Source: an optimization exercise on an open RTL-to-GDS flow (aim: small area, a short achievable clock period and few clock cycles per item). Production flows keep margins and buffers that such runs may drop. The RTL of this run was laid out without a check of its function. No activity file was given, so power comes from the tool's default toggle rates.

===== flow/design.v =====
module pid_unit (
    input  wire        clk,
    input  wire        rst,
    input  wire        cmd_valid,
    output wire        cmd_ready,
    input  wire [3:0]  cmd_op,
    input  wire [31:0] cmd_data,
    input  wire [31:0] cmd_now,
    output reg  [31:0] kp,
    output reg  [31:0] ki,
    output reg  [31:0] kd,
    output reg  [31:0] maxi,
    output reg         dir_neg,
    output reg  [31:0] sgain,
    output reg  [31:0] i_acc,
    output reg  [31:0] prev_err,
    output reg  [31:0] prev_time,
    output reg  [31:0] servo_out,
    output reg         tb_valid,
    output reg         dt_zero,
    output reg  [1:0]  cmd_status
);
    localparam [31:0] KP_INIT     = 32'd52429;    
    localparam [31:0] KI_INIT     = 32'd0;
    localparam [31:0] KD_INIT     = 32'd26214;    
    localparam [31:0] MAXI_INIT   = 32'd327680;   
    localparam        DIRNEG_INIT = 1'b1;
    localparam [31:0] SGAIN_INIT  = 32'd65536;    
    localparam [3:0] OP_NOP = 4'h0, OP_RESET = 4'h1, OP_UPDATE = 4'h2,
                     OP_WR_KP = 4'h3, OP_WR_KI = 4'h4, OP_WR_KD = 4'h5,
                     OP_WR_MAXI = 4'h6, OP_WR_DIR = 4'h7, OP_WR_SGAIN = 4'h8;
    localparam [1:0] ST_OK = 2'd0, ST_RANGE = 2'd1, ST_ILLEGAL = 2'd2;
    localparam [2:0] M_IDLE = 3'd0, M_D = 3'd1, M_I = 3'd2, M_P = 3'd3,
                     M_DONE = 3'd4;
    localparam [1:0] V_IDLE = 2'd0, V_WAIT = 2'd1, V_DIV = 2'd2, V_DONE = 2'd3;
    reg        rdy;
    assign cmd_ready = rdy;
    wire accept = cmd_valid && rdy;
    wire acc_upd = accept && (cmd_op == OP_UPDATE);
    reg signed [32:0] s_r;      
    reg        [31:0] dt_r;     
    wire        tgt_min = (cmd_data == 32'h80000000);
    wire [31:0] e_new   = tgt_min ? 32'h7FFFFFFF : (32'd0 - cmd_data);
    wire [32:0] s_new   = {cmd_data[31], cmd_data} + {prev_err[31], prev_err}
                          + {32'd0, tgt_min};
    reg [2:0]  mst;
    reg [1:0]  mdig;            
    reg        mfirst;
    reg signed [64:0] acc;
    wire [31:0] g_sel = (mst == M_D) ? kd : (mst == M_I) ? ki : kp;
    wire signed [32:0] m_sel = (mst == M_D) ? s_r : {prev_err[31], prev_err};
    wire        m_neg = g_sel[31] ^ m_sel[32];
    wire [31:0] g_eff = g_sel ^ {32{m_neg}};
    function [1:0] start_dig(input [31:0] g);
        begin
            if (g[31:9] == {23{g[31]}})       start_dig = 2'd0;
            else if (g[31:19] == {13{g[31]}}) start_dig = 2'd1;
            else if (g[31:29] == {3{g[31]}})  start_dig = 2'd2;
            else                              start_dig = 2'd3;
        end
    endfunction
    reg [9:0] dbits;
    always @(*) begin
        case (mdig)
        2'd0: dbits = g_eff[9:0];
        2'd1: dbits = g_eff[19:10];
        2'd2: dbits = g_eff[29:20];
        default: dbits = {{8{g_eff[31]}}, g_eff[31:30]};
        endcase
    end
    wire        dsign = mfirst & dbits[9];
    wire signed [11:0] dval = $signed({dsign, dsign, dbits})
                              + $signed({11'd0, m_neg & (mdig == 2'd0)});
    wire signed [44:0] pp = dval * m_sel;
    wire signed [64:0] acc_sh = mfirst ? 65'sd0 : (acc <<< 10);
    wire signed [64:0] acc_nx = acc_sh + pp;
    reg        neg_i, neg_p, neg_d;
    wire [47:0] mag16   = acc[63:16];
    wire signed [49:0] i_inc = neg_i ? -$signed({2'b00, mag16}) : $signed({2'b00, mag16});
    wire signed [49:0] i_sum = i_inc + $signed({{18{i_acc[31]}}, i_acc});
    wire signed [49:0] maxi_s = $signed({18'd0, maxi});
    wire [31:0] i_clamped = (i_sum > maxi_s)  ? maxi :
                            (i_sum < -maxi_s) ? (32'd0 - maxi) : i_sum[31:0];
    reg [1:0]  vst;
    reg [31:0] rem_r;
    reg [47:0] quo_r;
    reg [4:0]  vcnt;
    function [5:0] lzc48(input [47:0] x);
        integer k;
        reg found;
        begin
            lzc48 = 6'd48;
            found = 1'b0;
            for (k = 47; k >= 0; k = k - 1)
                if (!found && x[k]) begin
                    lzc48 = 47 - k;
                    found = 1'b1;
                end
        end
    endfunction
    function [5:0] bitlen32(input [31:0] x);
        integer k;
        reg found;
        begin
            bitlen32 = 6'd0;
            found = 1'b0;
            for (k = 31; k >= 0; k = k - 1)
                if (!found && x[k]) begin
                    bitlen32 = k + 1;
                    found = 1'b1;
                end
        end
    endfunction
    wire [5:0] n_lz  = lzc48(mag16);
    wire [5:0] dt_bl = bitlen32(dt_r);
    wire signed [7:0] q_bits = 8'sd49 - $signed({2'b00, n_lz}) - $signed({2'b00, dt_bl});
    reg  [4:0] k_steps;
    always @(*) begin
        if (q_bits <= 0) k_steps = 5'd0;
        else k_steps = (q_bits + 8'sd2) / 8'sd3;
    end
    wire [4:0]  j_skip = 5'd16 - k_steps;
    wire [79:0] norm0 = {32'd0, mag16};
    wire [79:0] norm1 = j_skip[0] ? (norm0 << 3)  : norm0;
    wire [79:0] norm2 = j_skip[1] ? (norm1 << 6)  : norm1;
    wire [79:0] norm3 = j_skip[2] ? (norm2 << 12) : norm2;
    wire [79:0] norm4 = j_skip[3] ? (norm3 << 24) : norm3;
    wire [32:0] r1s = {rem_r, quo_r[47]};
    wire [33:0] d1  = {1'b0, r1s} - {2'b00, dt_r};
    wire        q1  = ~d1[33];
    wire [31:0] r1  = q1 ? d1[31:0] : r1s[31:0];
    wire [32:0] r2s = {r1, quo_r[46]};
    wire [33:0] d2  = {1'b0, r2s} - {2'b00, dt_r};
    wire        q2  = ~d2[33];
    wire [31:0] r2  = q2 ? d2[31:0] : r2s[31:0];
    wire [32:0] r3s = {r2, quo_r[45]};
    wire [33:0] d3  = {1'b0, r3s} - {2'b00, dt_r};
    wire        q3  = ~d3[33];
    wire [31:0] r3  = q3 ? d3[31:0] : r3s[31:0];
    localparam signed [49:0] LIM = 50'sd3276800;
    wire        na = neg_p ^ dir_neg;
    wire        nb = dir_neg;
    wire        nc = neg_d ^ dir_neg;
    wire [49:0] ta = {2'b00, mag16} ^ {50{na}};
    wire [49:0] tb = {{18{i_acc[31]}}, i_acc} ^ {50{nb}};
    wire [49:0] tc = {2'b00, quo_r} ^ {50{nc}};
    wire signed [49:0] raw = ta + tb + tc + {48'd0, na} + {48'd0, nb} + {48'd0, nc};
    wire [31:0] srv = (raw >  LIM) ? LIM[31:0] :
                      (raw < -LIM) ? -LIM[31:0] : raw[31:0];
    wire fin = (mst == M_DONE) && (vst == V_DONE);
    always @(posedge clk) begin
        if (rst) begin
            rdy        <= 1'b1;
            mst        <= M_IDLE;
            vst        <= V_IDLE;
            kp         <= KP_INIT;
            ki         <= KI_INIT;
            kd         <= KD_INIT;
            maxi       <= MAXI_INIT;
            dir_neg    <= DIRNEG_INIT;
            sgain      <= SGAIN_INIT;
            i_acc      <= 32'd0;
            prev_err   <= 32'd0;
            prev_time  <= 32'd0;
            servo_out  <= 32'd0;
            tb_valid   <= 1'b0;
            dt_zero    <= 1'b0;
            cmd_status <= ST_OK;
        end else begin
            if (accept) begin
                cmd_status <= ST_OK;
                case (cmd_op)
                OP_NOP: ;
                OP_RESET: begin
                    i_acc     <= 32'd0;
                    prev_err  <= 32'd0;
                    prev_time <= cmd_now;
                    servo_out <= 32'd0;
                    dt_zero   <= 1'b0;
                    tb_valid  <= 1'b1;
                end
                OP_UPDATE: begin
                    s_r       <= s_new;
                    dt_r      <= cmd_now - prev_time;
                    dt_zero   <= (cmd_now == prev_time);
                    prev_err  <= e_new;
                    prev_time <= cmd_now;
                    rdy       <= 1'b0;
                    mst       <= M_D;
                    vst       <= V_WAIT;
                    mfirst    <= 1'b1;
                    mdig      <= start_dig(kd);
                end
                OP_WR_KP: kp <= cmd_data;
                OP_WR_KI: ki <= cmd_data;
                OP_WR_KD: kd <= cmd_data;
                OP_WR_MAXI: begin
                    if (cmd_data[31]) cmd_status <= ST_RANGE;
                    else              maxi       <= cmd_data;
                end
                OP_WR_DIR: begin
                    if (cmd_data[31:1] != 31'd0) cmd_status <= ST_RANGE;
                    else                         dir_neg    <= cmd_data[0];
                end
                OP_WR_SGAIN: sgain <= cmd_data;
                default: cmd_status <= ST_ILLEGAL;
                endcase
            end
            if (mst == M_D || mst == M_I || mst == M_P) begin
                acc    <= acc_nx;
                mfirst <= 1'b0;
                if (mdig != 2'd0) begin
                    mdig <= mdig - 2'd1;
                end else begin
                    mfirst <= 1'b1;
                    case (mst)
                    M_D: begin
                        neg_d <= kd[31] ^ ~s_r[32];
                        mst   <= M_I;
                        mdig  <= start_dig(ki);
                    end
                    M_I: begin
                        neg_i <= m_neg;
                        mst   <= M_P;
                        mdig  <= start_dig(kp);
                    end
                    default: begin
                        neg_p <= m_neg;
                        mst   <= M_DONE;
                    end
                    endcase
                end
            end
            if (mst == M_P && mfirst) i_acc <= i_clamped;
            case (vst)
            V_WAIT: begin
                if (mst == M_I && mfirst) begin
                    rem_r <= norm4[79:48];
                    quo_r <= norm4[47:0];
                    vcnt  <= k_steps;
                    if (dt_r == 32'd0 || k_steps == 5'd0) begin
                        quo_r <= 48'd0;
                        vst   <= V_DONE;
                    end else begin
                        vst   <= V_DIV;
                    end
                end
            end
            V_DIV: begin
                rem_r <= r3;
                quo_r <= {quo_r[44:0], q1, q2, q3};
                vcnt  <= vcnt - 5'd1;
                if (vcnt == 5'd1) vst <= V_DONE;
            end
            default: ;
            endcase
            if (fin) begin
                servo_out <= srv;
                mst       <= M_IDLE;
                vst       <= V_IDLE;
                rdy       <= 1'b1;
            end
        end
    end
endmodule

===== flow/run.sh =====
#!/bin/bash
# synth_recipe.tcl (not shown) runs the flow's synth.tcl, then flattens the netlist and writes it again
# the make line also repeats each setting of config.mk as NAME=value (left out here)
make -C /OpenROAD-flow-scripts/flow DESIGN_CONFIG=/design/flow/config.mk WORK_HOME=/design/flow/orfs CLKGATE_MAP_FILE= SYNTH_SCRIPT=/design/flow/synth_recipe.tcl finish

===== flow/config.mk =====
export PLATFORM = sky130hd
export DESIGN_NAME = pid_unit
export DESIGN_NICKNAME = pid_unit
export VERILOG_FILES = /design/flow/design.v
export SDC_FILE = /design/flow/constraint.sdc
export NUM_CORES = 4
export LEC_CHECK = 0
export CAP_MARGIN = 20
export CORE_MARGIN = 2
export CORE_UTILIZATION = 40
export SLEW_MARGIN = 20

===== flow/constraint.sdc =====
create_clock -name core_clock -period 17.5 [get_ports {clk}]
set_input_delay 3.5000 -clock core_clock [delete_from_list [all_inputs] [get_ports {clk}]]
set_output_delay 3.5000 -clock core_clock [all_outputs]
set_load 0.01 [all_outputs]

==> run notes <==
## synth_stat cells, drive strengths merged (20+ instances only)
| master | n |
|---|---|
| mux2i | 115 |
| xnor2 | 392 |
| a21oi | 527 |
| a211oi | 46 |
| dfxtp | 298 |
| and3 | 43 |
| or3 | 63 |
| nor2 | 485 |
| a21o | 116 |
| o21a | 68 |
| xor2 | 139 |
| edfxtp | 220 |
| o21ai | 298 |
| nand2b | 78 |
| and2 | 44 |
| a221oi | 20 |
| ha | 557 |
| buf | 54 |
| o211ai | 57 |
| mux2 | 56 |
| mux4 | 42 |
| inv | 596 |
| o31ai | 42 |
| o21bai | 34 |
| nand4 | 62 |
| o22ai | 24 |
| nand3 | 128 |
| clkbuf | 302 |
| a31oi | 61 |
| a21boi | 32 |
| nor4 | 80 |
| nor3 | 142 |
| nand2 | 1248 |
| nor2b | 138 |
| a22o | 25 |
| fa | 519 |
| or2 | 39 |
## cell families (layout without fill, tap and decap cells)
kind of cell	Yosys count	count (layout)	share of synthesized area, %
simple gates	2622	2622	19.0
compound gates	1559	1559	15.9
fa+ha+maj	1076	1076	27.5
buf+inv	954	1202	5.89
xor+xnor	532	532	7.47
flops	518	518	19.9
mux	213	213	4.38
other cells	1	2	0.00594
## final timing paths
kind,end,startpoint,cells after the start
hold / removal,servo_out[26],servo_out[26],2
setup / recovery,acc[62],mst[0],44
setup reg to reg,acc[62],mst[0],44
hold reg to reg,servo_out[26],servo_out[26],2
## sequential cells by signal, indices dropped and copies added (netlist names), 5 cells and up
register and count:
acc 64, dt_r 32, i_acc 32, kd 32, ki 32, kp 32
maxi 31, prev_err 32, prev_time 32, quo_r 48, rem_r 32, s_r 33
servo_out 32, sgain 32, vcnt 5
## worst max-delay path, delay by kind of cell (launching register included)
kind	cells	cell delay, ps
compound gates	15	4940
fa+ha+maj	8	3690
simple gates	10	2380
buf+inv	7	1180
xor+xnor	4	930
flops	1	460
## per-layer routing
metal  global-route usage (%)  share of wire [%]  routed length, microns  vias to the layer above
met5                        0                  0                       0                        -
met4                     12.0                4.9                   11000                        0
met3                     4.69                7.4                   16600                      500
met2                     44.7                 46                  103000                     2286
met1                     35.2                 42                   93500                    27400
li1                         -                  -                       -                    26100
## layout make-up
type                            count  area share, %
Antenna cell                        1        0.00350
Clock buffer                       95           2.82
Clock inverter                     35          0.638
Inverter                          598           3.15
Multi-Input combinational cell   6003           65.9
Sequential cell                   518           17.6
Tap cell                         2058           3.61
Timing Repair Buffer              474           6.27
## metrics by stage
| step | setup WS [ps] | cell area (sq um) |
|---|---|---|
| 6_report | 3540 | 71400 |
| 4_1_cts | 3600 | 71400 |
| 5_1_grt | 2560 | 71400 |
| 2_1_floorplan | 5400 | 63100 |
| 3_5_place_dp | 3750 | 68900 |
| 3_3_place_gp | 3990 | 68900 |
## report_power, final
| part | switching (mW) | internal [mW] | leakage, nW |
|---|---|---|---|
| logic | 0.788 | 0.482 | 24.5 |
| clock network | 0.665 | 0.873 | 1.18 |
| registers | 0.0188 | 1.31 | 4.40 |
==> impl_results.md <==
- Post-Syn Instances: 7,475
- Total clock sinks: about 520
- Final wirelength: about 220,000 microns
- Syn_nets: between 8,000 and 9,000
- P per Cell Area: about 58 nW/um^2
- Core area: between 150,000 and 200,000 sq um
- Crit path kind: flop to flop
- Antenna-violating nets left: 0
- Die Footprint: ~160,000 sq um
- Drt via density: between 5 and 6
- VDD IR max: approximately 0.000093 V
- Flop2flop setup slack: 3540 ps
- HPWL Detailed: 176,000 microns
- PostCTS Resize Cnt: 0
- GRT Total Usage: roughly 27%
- TritonCTS clock tree: built
- Max Transition Viols Final: 0
- Yosys top cell by area: fa_1
- CTS clk-pin slew, worst paths: roughly 70 ps
- Share of layout cells above drive strength 1: under 10%
- Slowest stage cell, crit path: nor4_1
- Clock latency (worst-skew pair): 730 ps
- Die Y-Extent: between 400 and 500 microns
- Multi-input logic area: between 40,000 and 50,000 sq um
- Storage cell area: roughly 13,000 sq um
- Hold-fix buffers at CTS: 0
- Post-synth EDFFs: between 200 and 250
- Setup TNS: 0 ps
- LEAKAGE: roughly 30 nW
- Final GP Congestion: 0.977
- Number of DRC markers in iteration 0: roughly 4,800
- Largest net degree at the start of global routing: 96
- Fill cell count: 15,400
- Global-route wire length before repair: 341,000 microns
- Total power: about 4.1 mW
- CP max stage delay: around 840 ps
- Final setup violation count: 0
- Clk buf depth: 3
- Synth unique cells: between 100 and 150
- Finished Layout Cells: about 9,800
- DRT Pass-1 Iters: 8
- Worst setup SP type: flop
- Top-area cell type share of the netlist area: between 15 and 20%
- H-tree Lvls: 3
- Routed len/inst: ~23 microns
- CTS Buf Count: between 70 and 80
- Syn-to-layout area delta: 13.1%
- Element type at the critical path end: flop
- Max Cap Viol: 0
- Slew @ Worst Pin: between 1000 and 1500 ps
- Width of the die: 401 microns
- Hold Violations, Final: 0
- Synth area leaders: fa_1 16%, ha_1 11%, edfxtp_1 10%, dfxtp_1 9.5%, nand2_1 7.4%
- Worst min path class: flop to flop
- RSZ-0062 raised after global routing: false
- DP Cell Count: between 9,000 and 10,000
- Slew margin rel.: about a quarter
- Synth Flop Type: dfxtp_1
- Nets: about 8,800
- Fin Hold WS: around 460 ps
- Ys Warns: 1
- Initial Utilization: 40.4%
- Rows: around 150
- Io pins: roughly 370
- FMAX: 0.0717 GHz
- DRC: 0
- Core Util, Final: a little under half
- Run status: timing/DRC/antenna clean
- Ys async rst share: 0%
- Cell Area, Synth: about 63,000 sq um
- Synthesized area per cell: 8.44 sq um
- Vias: between 50,000 and 60,000
- Port bufs: 363
- Initial antenna violation count: 8
- CP max FO: just over 70
- Clk_skew: just under 90 ps
- Crit path time final: ~14,000 ps
- Clock root cell: clkbuf_16
- Sequential fraction of the synthesis area: roughly 20%
- Crit path arrival time: between 10,000 and 15,000 ps
- Congestion Overflow GR: 0
- Leading cell types in the layout, fill and taps excluded: 1,248 x nand2_1, 592 x inv_1, 555 x ha_1
- Final period util: between 70 and 80%
- Crit-path most repeated cell: fa_1
- Worst EP required: about 18,000 ps
- Vias in the first global route: 56,000
- Commonest non-fill, non-tap cell in the layout: nand2_1
- Yosys reg bits: ~520
- Post-CTS Setup Bufs: 0

==> re-timing with driven ports <==
In the flow no input, the clock included, has a driving cell. The finished layout below was timed again as built, in two steps. Step 1 (the two cells are an assumption about what drives the block):
set clk [get_ports {clk}]
set_driving_cell -lib_cell sky130_fd_sc_hd__clkbuf_16 $clk
set_driving_cell -lib_cell sky130_fd_sc_hd__buf_2 [delete_from_list [all_inputs] $clk]
Step 2 moves the port delays by t, midway between the first and last clock arrival at a register: inputs arrive t later, outputs are due t later. That takes back most of the time a late clock gives input paths. Three values: ideal, step 1, step 2; two values: the first two.
t (ns): 0.771
slack for setup (ns): 3.545 / 3.545 / 3.545
worst hold slack (ns): 0.456 / 0.456 / 0.456
cell pins on the clock port's net: 1
After both steps this run still meets setup and hold. The setup slack of this run moves by 0.000 ns with the drivers and by 0.000 ns with both steps.
